Source: an optimization exercise on an open RTL-to-GDS flow (aim: small area, a short achievable clock period and few clock cycles). Production flows keep margins and buffers that such runs may drop.
In this exercise RTL edits were held to simulation tests only and were not proved equivalent to the original.

==> design.v <==
module orc_rle2_dec (
    input  wire        clk,
    input  wire        rst,          
    input  wire        cfg_signed,   
    input  wire        in_valid,
    input  wire [7:0]  in_data,
    output wire        in_ready,
    output wire        out_valid,
    output wire [63:0] out_data,
    output wire        out_last,     
    input  wire        out_ready,
    output wire        err           
);
    localparam [1:0] TAG_SR     = 2'd0;
    localparam [1:0] TAG_DIRECT = 2'd1;
    localparam [1:0] TAG_PB     = 2'd2;
    localparam [1:0] TAG_DELTA  = 2'd3;
    localparam [2:0] S_HDR0   = 3'd0;   
    localparam [2:0] S_HDR1   = 3'd1;   
    localparam [2:0] S_SRVAL  = 3'd2;   
    localparam [2:0] S_VARINT = 3'd3;   
    localparam [2:0] S_PACK   = 3'd4;   
    localparam [2:0] S_EMIT   = 3'd5;   
    localparam [2:0] S_ERR    = 3'd6;   
    function [6:0] width_of;
        input [4:0] code;
        begin
            if (code < 5'd24)
                width_of = {2'b00, code} + 7'd1;
            else if (code < 5'd28)
                width_of = 7'd26 + {4'd0, code[1:0], 1'b0};
            else
                width_of = 7'd40 + {2'd0, code[1:0], 3'b000};
        end
    endfunction
    function [63:0] zigzag_dec;
        input [63:0] z;
        begin
            zigzag_dec = (z >> 1) ^ {64{z[0]}};
        end
    endfunction
    reg [2:0]  state;
    reg [1:0]  tag;
    reg        h0_len8;      
    reg [4:0]  h0_code;      
    reg [9:0]  remain;       
    reg [6:0]  width;        
    reg [3:0]  nbytes;       
    reg [63:0] acc;          
    reg [6:0]  voff;         
    reg        vsel;         
    reg        dstep;        
    reg [63:0] fd;           
    reg [63:0] val;          
    reg [7:0]  curbyte;      
    reg [3:0]  bitsleft;     
    reg [6:0]  need;         
    wire in_fire  = in_valid & in_ready;
    wire out_fire = out_valid & out_ready;
    assign in_ready  = (state == S_HDR0) || (state == S_HDR1) ||
                       (state == S_SRVAL) || (state == S_VARINT) ||
                       (state == S_PACK && bitsleft == 4'd0);
    assign out_valid = (state == S_EMIT);
    assign out_data  = val;
    assign out_last  = (remain == 10'd1);
    assign err       = (state == S_ERR);
    wire [3:0]  avail    = (bitsleft == 4'd0) ? 4'd8 : bitsleft;
    wire [7:0]  src_byte = (bitsleft == 4'd0) ? in_data : curbyte;
    wire [3:0]  take     = (need < {3'd0, avail}) ? need[3:0] : avail;
    wire [7:0]  src_bits = (src_byte >> (avail - take)) & ((8'd1 << take) - 8'd1);
    wire [63:0] acc_next = (acc << take) | {56'd0, src_bits};
    wire [6:0]  need_next = need - {3'd0, take};
    wire [63:0] direct_val = cfg_signed ? zigzag_dec(acc_next) : acc_next;
    wire [63:0] delta_val  = fd[63] ? (val - acc_next) : (val + acc_next);
    wire [63:0] var_next = acc | ({57'd0, in_data[6:0]} << voff);
    always @(posedge clk) begin
        if (rst) begin
            state    <= S_HDR0;
            tag      <= TAG_SR;
            h0_len8  <= 1'b0;
            h0_code  <= 5'd0;
            remain   <= 10'd0;
            width    <= 7'd0;
            nbytes   <= 4'd0;
            acc      <= 64'd0;
            voff     <= 7'd0;
            vsel     <= 1'b0;
            dstep    <= 1'b0;
            fd       <= 64'd0;
            val      <= 64'd0;
            curbyte  <= 8'd0;
            bitsleft <= 4'd0;
            need     <= 7'd0;
        end else begin
            case (state)
            S_HDR0: if (in_fire) begin
                tag      <= in_data[7:6];
                h0_code  <= in_data[5:1];
                h0_len8  <= in_data[0];
                bitsleft <= 4'd0;
                curbyte  <= 8'd0;
                acc      <= 64'd0;
                case (in_data[7:6])
                TAG_SR: begin
                    nbytes <= {1'b0, in_data[5:3]} + 4'd1;
                    remain <= {7'd0, in_data[2:0]} + 10'd3;
                    state  <= S_SRVAL;
                end
                TAG_PB:  state <= S_ERR;
                default: state <= S_HDR1;
                endcase
            end
            S_HDR1: if (in_fire) begin
                remain <= {h0_len8, in_data} + 10'd1;
                if (tag == TAG_DELTA) begin
                    width <= (h0_code == 5'd0) ? 7'd0 : width_of(h0_code);
                    voff  <= 7'd0;
                    vsel  <= 1'b0;
                    dstep <= 1'b0;
                    state <= S_VARINT;
                end else begin
                    width <= width_of(h0_code);
                    need  <= width_of(h0_code);
                    state <= S_PACK;
                end
            end
            S_SRVAL: if (in_fire) begin
                acc    <= {acc[55:0], in_data};
                nbytes <= nbytes - 4'd1;
                if (nbytes == 4'd1) begin
                    val   <= cfg_signed ? zigzag_dec({acc[55:0], in_data})
                                        : {acc[55:0], in_data};
                    state <= S_EMIT;
                end
            end
            S_VARINT: if (in_fire) begin
                if (voff < 7'd64)
                    voff <= voff + 7'd7;
                if (in_data[7]) begin
                    acc <= var_next;
                end else begin
                    acc  <= 64'd0;
                    voff <= 7'd0;
                    if (!vsel) begin
                        val  <= zigzag_dec(var_next);
                        vsel <= 1'b1;
                    end else begin
                        fd    <= zigzag_dec(var_next);
                        state <= S_EMIT;
                    end
                end
            end
            S_PACK: if (bitsleft != 4'd0 || in_fire) begin
                acc      <= acc_next;
                need     <= need_next;
                curbyte  <= src_byte;
                bitsleft <= avail - take;
                if (need_next == 7'd0) begin
                    val   <= (tag == TAG_DELTA) ? delta_val : direct_val;
                    state <= S_EMIT;
                end
            end
            S_EMIT: if (out_fire) begin
                remain <= remain - 10'd1;
                if (remain == 10'd1) begin
                    state <= S_HDR0;
                end else begin
                    case (tag)
                    TAG_DIRECT: begin
                        acc   <= 64'd0;
                        need  <= width;
                        state <= S_PACK;
                    end
                    TAG_DELTA: begin
                        if (!dstep || width == 7'd0) begin
                            val   <= val + fd;
                            dstep <= 1'b1;
                        end else begin
                            acc   <= 64'd0;
                            need  <= width;
                            state <= S_PACK;
                        end
                    end
                    default: ;   
                    endcase
                end
            end
            S_ERR: ;
            default: state <= S_HDR0;
            endcase
        end
    end
endmodule
==> config.mk <==
export PLATFORM = sky130hd
export DESIGN_NAME = orc_rle2_dec
export DESIGN_NICKNAME = orc_rle2_dec
export VERILOG_FILES = /design/flow/design.v
export SDC_FILE = /design/flow/constraint.sdc
export NUM_CORES = 4
export LEC_CHECK = 0
export CAP_MARGIN = 20
export CORE_MARGIN = 2
export CORE_UTILIZATION = 35
export SLEW_MARGIN = 20
==> run.sh <==
#!/bin/bash
# synth_recipe.tcl (not shown) runs the flow's synth.tcl, then flattens the netlist and writes it again
# the make line also repeats each setting of config.mk as NAME=value (left out here)
make -C /OpenROAD-flow-scripts/flow DESIGN_CONFIG=/design/flow/config.mk WORK_HOME=/design/flow/orfs CLKGATE_MAP_FILE= SYNTH_SCRIPT=/design/flow/synth_recipe.tcl finish
==> constraint.sdc <==
create_clock -name core_clock -period 10.0 [get_ports {clk}]
set_input_delay 2.0000 -clock core_clock [delete_from_list [all_inputs] [get_ports {clk}]]
set_output_delay 2.0000 -clock core_clock [all_outputs]
set_load 0.01 [all_outputs]
==> results.txt <==
cells by family after synthesis:
family                   Yosys count  synth area share [%]
buffers and inverters            521                  6.43
adder cells (fa/ha/maj)          153                  5.98
AO/OA/AOI/OAI                   1503                  30.6
XOR/XNOR                         387                  10.4
AND/OR/NAND/NOR                 1630                  23.6
flip-flops                       252                  15.5
multiplexers                     231                  7.42
critical path: cells and delay by family, from the launching register on:
family	cells	cell delay [ps]
compound gates	13	3700
xor+xnor	2	290
fa+ha+maj	2	540
buf+inv	5	1010
flops	1	320
simple gates	12	3590
registers in the layout (all words and copies together), names as in the netlist:
name and flops:
voff 7, fd 64, val 64, acc 64
dstep 1, tag 2, remain 10, bitsleft 4
h0_code 5, h0_len8 1, vsel 1, width 7
state 3, curbyte 8, need 7, nbytes 4
timing repair:
item | in CTS | in global routing
buffers inserted | 0 | 4
setup endpoints to repair | 0 | 13
gates resized for setup | 0 | 9
path summary, 6_finish.rpt:
kind / startpoint / slack (ps) / cells after the start / endpoint
max reg2reg: bitsleft[1] / 400 / 34 / val[63]
min reg2reg: curbyte[6] / 480 / 2 / curbyte[6]
max: bitsleft[1] / 400 / 34 / val[63]
min: curbyte[6] / 480 / 2 / curbyte[6]
final cells by class:
class                           instances  area share [%]
Clock buffer                           50            2.83
Multi-Input combinational cell       3904            71.9
Inverter                               76           0.803
Tap cell                             1243            4.38
Timing Repair Buffer                  225            5.33
Sequential cell                       252            14.2
Antenna cell                            5          0.0352
Clock inverter                         11           0.528
per-stage QoR:
stage | hold WS (ps) | setup WS, ps
CTS | 491 | 153
finish | 485 | 400
floorplan | 436 | 15.8
global route | 513 | 53.1
global placement | 471 | 401
detailed placement | 477 | 213
per-layer routing:
metal  routed length [µm]  global-route usage (%)
met1                61900                    40.0
met2                63100                    45.7
met3                14000                    4.94
met4                 8680                    16.9
met5                    0                       0
Yosys cell counts, types with 14 or more instances:
cell type | instances | area, µm²
a211oi_1 | 135 | 1010
a21o_1 | 76 | 571
a21oi_1 | 459 | 2300
a221o_1 | 47 | 470
a221oi_1 | 64 | 561
a22oi_1 | 75 | 563
a311oi_1 | 17 | 149
a31oi_1 | 54 | 338
and2_1 | 22 | 138
and3_1 | 32 | 200
and4_1 | 16 | 140
buf_1 | 56 | 210
buf_2 | 33 | 165
clkbuf_1 | 338 | 1270
dfxtp_1 | 252 | 5040
ha_1 | 149 | 1860
inv_1 | 69 | 259
mux2_2 | 36 | 405
mux2i_1 | 190 | 1900
nand2_1 | 438 | 1640
nand2b_1 | 28 | 175
nand3_1 | 192 | 961
nand3b_1 | 34 | 255
nand4_1 | 30 | 188
nor2_1 | 523 | 1960
nor2b_1 | 68 | 425
nor3_1 | 131 | 656
nor4_1 | 14 | 87.6
nor4b_1 | 35 | 307
o211ai_1 | 57 | 428
o21a_1 | 17 | 128
o21ai_0 | 237 | 1190
o221ai_1 | 61 | 534
o22ai_1 | 35 | 219
o31ai_1 | 18 | 135
or3_1 | 18 | 113
xnor2_1 | 286 | 2500
xor2_1 | 101 | 885
==> out/results.txt <==
Hold_buf cts: 0
Cell mode on critical path: buf_4
Clk root buf: clkbuf_16
DR iter-0 viols: 4705
Setup crit start kind: flip-flop
EDFF count, synth: 0
Syn_area_per_cell: 6.95 µm²
Initial Util: 35.4%
CTS H-Tree Depth: 2
First-pass GRT wire length: 220 mm
Die Ht: 309 µm
Die Wd: 309 µm
Warnings, synthesis: 1
Gate Count Post-Synth: 4677
RSZ-0062 raised after global routing: no
CP Max Fanout: 39
Fin crit share: 96.0%
Area Growth Syn to Fin: 9.35%
Most frequent cells in the layout: nor2_1 (516), a21oi_1 (456), nand2_1 (433)
Utilization after layout: 38.7%
Die area: 95300 µm²
Setup violators final: 0
TritonCTS Buffers: 34
Slew Viols, Final: 0
Largest net degree at the start of global routing: 101
Placed Area: 34300 µm²
Placer Congestion: 1.02
Non-filler cells, final: 5766
Worst EP arrival: 10050 ps
Port Buffers: 80
Clock latency on the worst-skew pair: 590 ps
Average wire per standard cell: 25.6 µm
Final Routed Wirelength: 148 mm
Post-DP HPWL: 107 mm
Max-cap viol count: 0
Final TNS setup: 0 ps
Hold Violations, Final: 0
Share of post-route cells with drive strength above 1: 7.24%
TritonCTS clock tree: built
Post-layout minimum cycle time: 9600 ps
Clock skew: 23.0 ps
DRC viols: 0
Post-route ant nets: 0
Yosys cell types: 95
Primary FF master, synth: dfxtp_1
Max clock buf depth: 3
Vias per std cell: 6.39
Async set-reset flop share out of synthesis: 0%
First-pass iteration count of the detailed router: 7
Storage cell area: 5050 µm²
Area of the multi-input gates: 25600 µm²
Initial antenna violation count: 2
GRT Total Usage: 30.0%
CTS sink cnt: 252
Cell Rows: 111
Post-synthesis sequential area ratio: 15.5%
CP max-delay cell: a2bb2oi_1
I/O pin cnt: 81
Most common cell after layout, fill and taps aside: nor2_1
Nets: 4659
Mapped Nets: 4843
Critical path required time: 10450 ps
Maximum clock rate: 0.104 GHz
Fin area: 35500 µm²
Least-Margin Pin Slew: 1230 ps
CP peak stage delay: 790 ps
Clk slew on worst S/H paths: 70 ps
HP Class: reg2reg
# fillers: 9667
Number of synthesized register bits: 252
Core ar.: 91800 µm²
Vias in the first global route: 33800
WS Path Type: reg2reg
CP Capture Type: flip-flop
Mapped cell area: 32500 µm²
GR Overflow Total: 0
Post-placement cell count: 5695
Via count: 36900
Outcome: finished clean
Slew headroom: 17.7%
Testbench counts, summed over its fixed seeds: cycles 84,323.

-- static timing again, ports no longer ideal --
The results above use ideal ports. As a check the final layout listed here was re-extracted and re-timed, cells and wires unchanged.
Step 1 (the two cells are an assumption about what drives the block):
set clk [get_ports {clk}]
set_driving_cell -lib_cell sky130_fd_sc_hd__clkbuf_16 $clk
set_driving_cell -lib_cell sky130_fd_sc_hd__buf_2 [delete_from_list [all_inputs] $clk]
Step 2 adds t to the input delays and takes it off the output delays; t is the mean of the earliest and latest rising clock arrival at the registers after step 1. Input paths then give back, and output paths get back, about the clock's delay inside the block.
Slacks: no drivers / after step 1 / after step 2; pairs: no drivers / after step 1.
t, ns: 0.643
slack for setup (ns): 0.400 / 0.400 / 0.400
worst setup path at the end: register to register
slew at the worst register clock pin (ns): 0.07 / 0.07
After both steps setup and hold are still met in this run. The setup slack of this run moves by 0.000 ns with the drivers and by 0.000 ns with both steps.
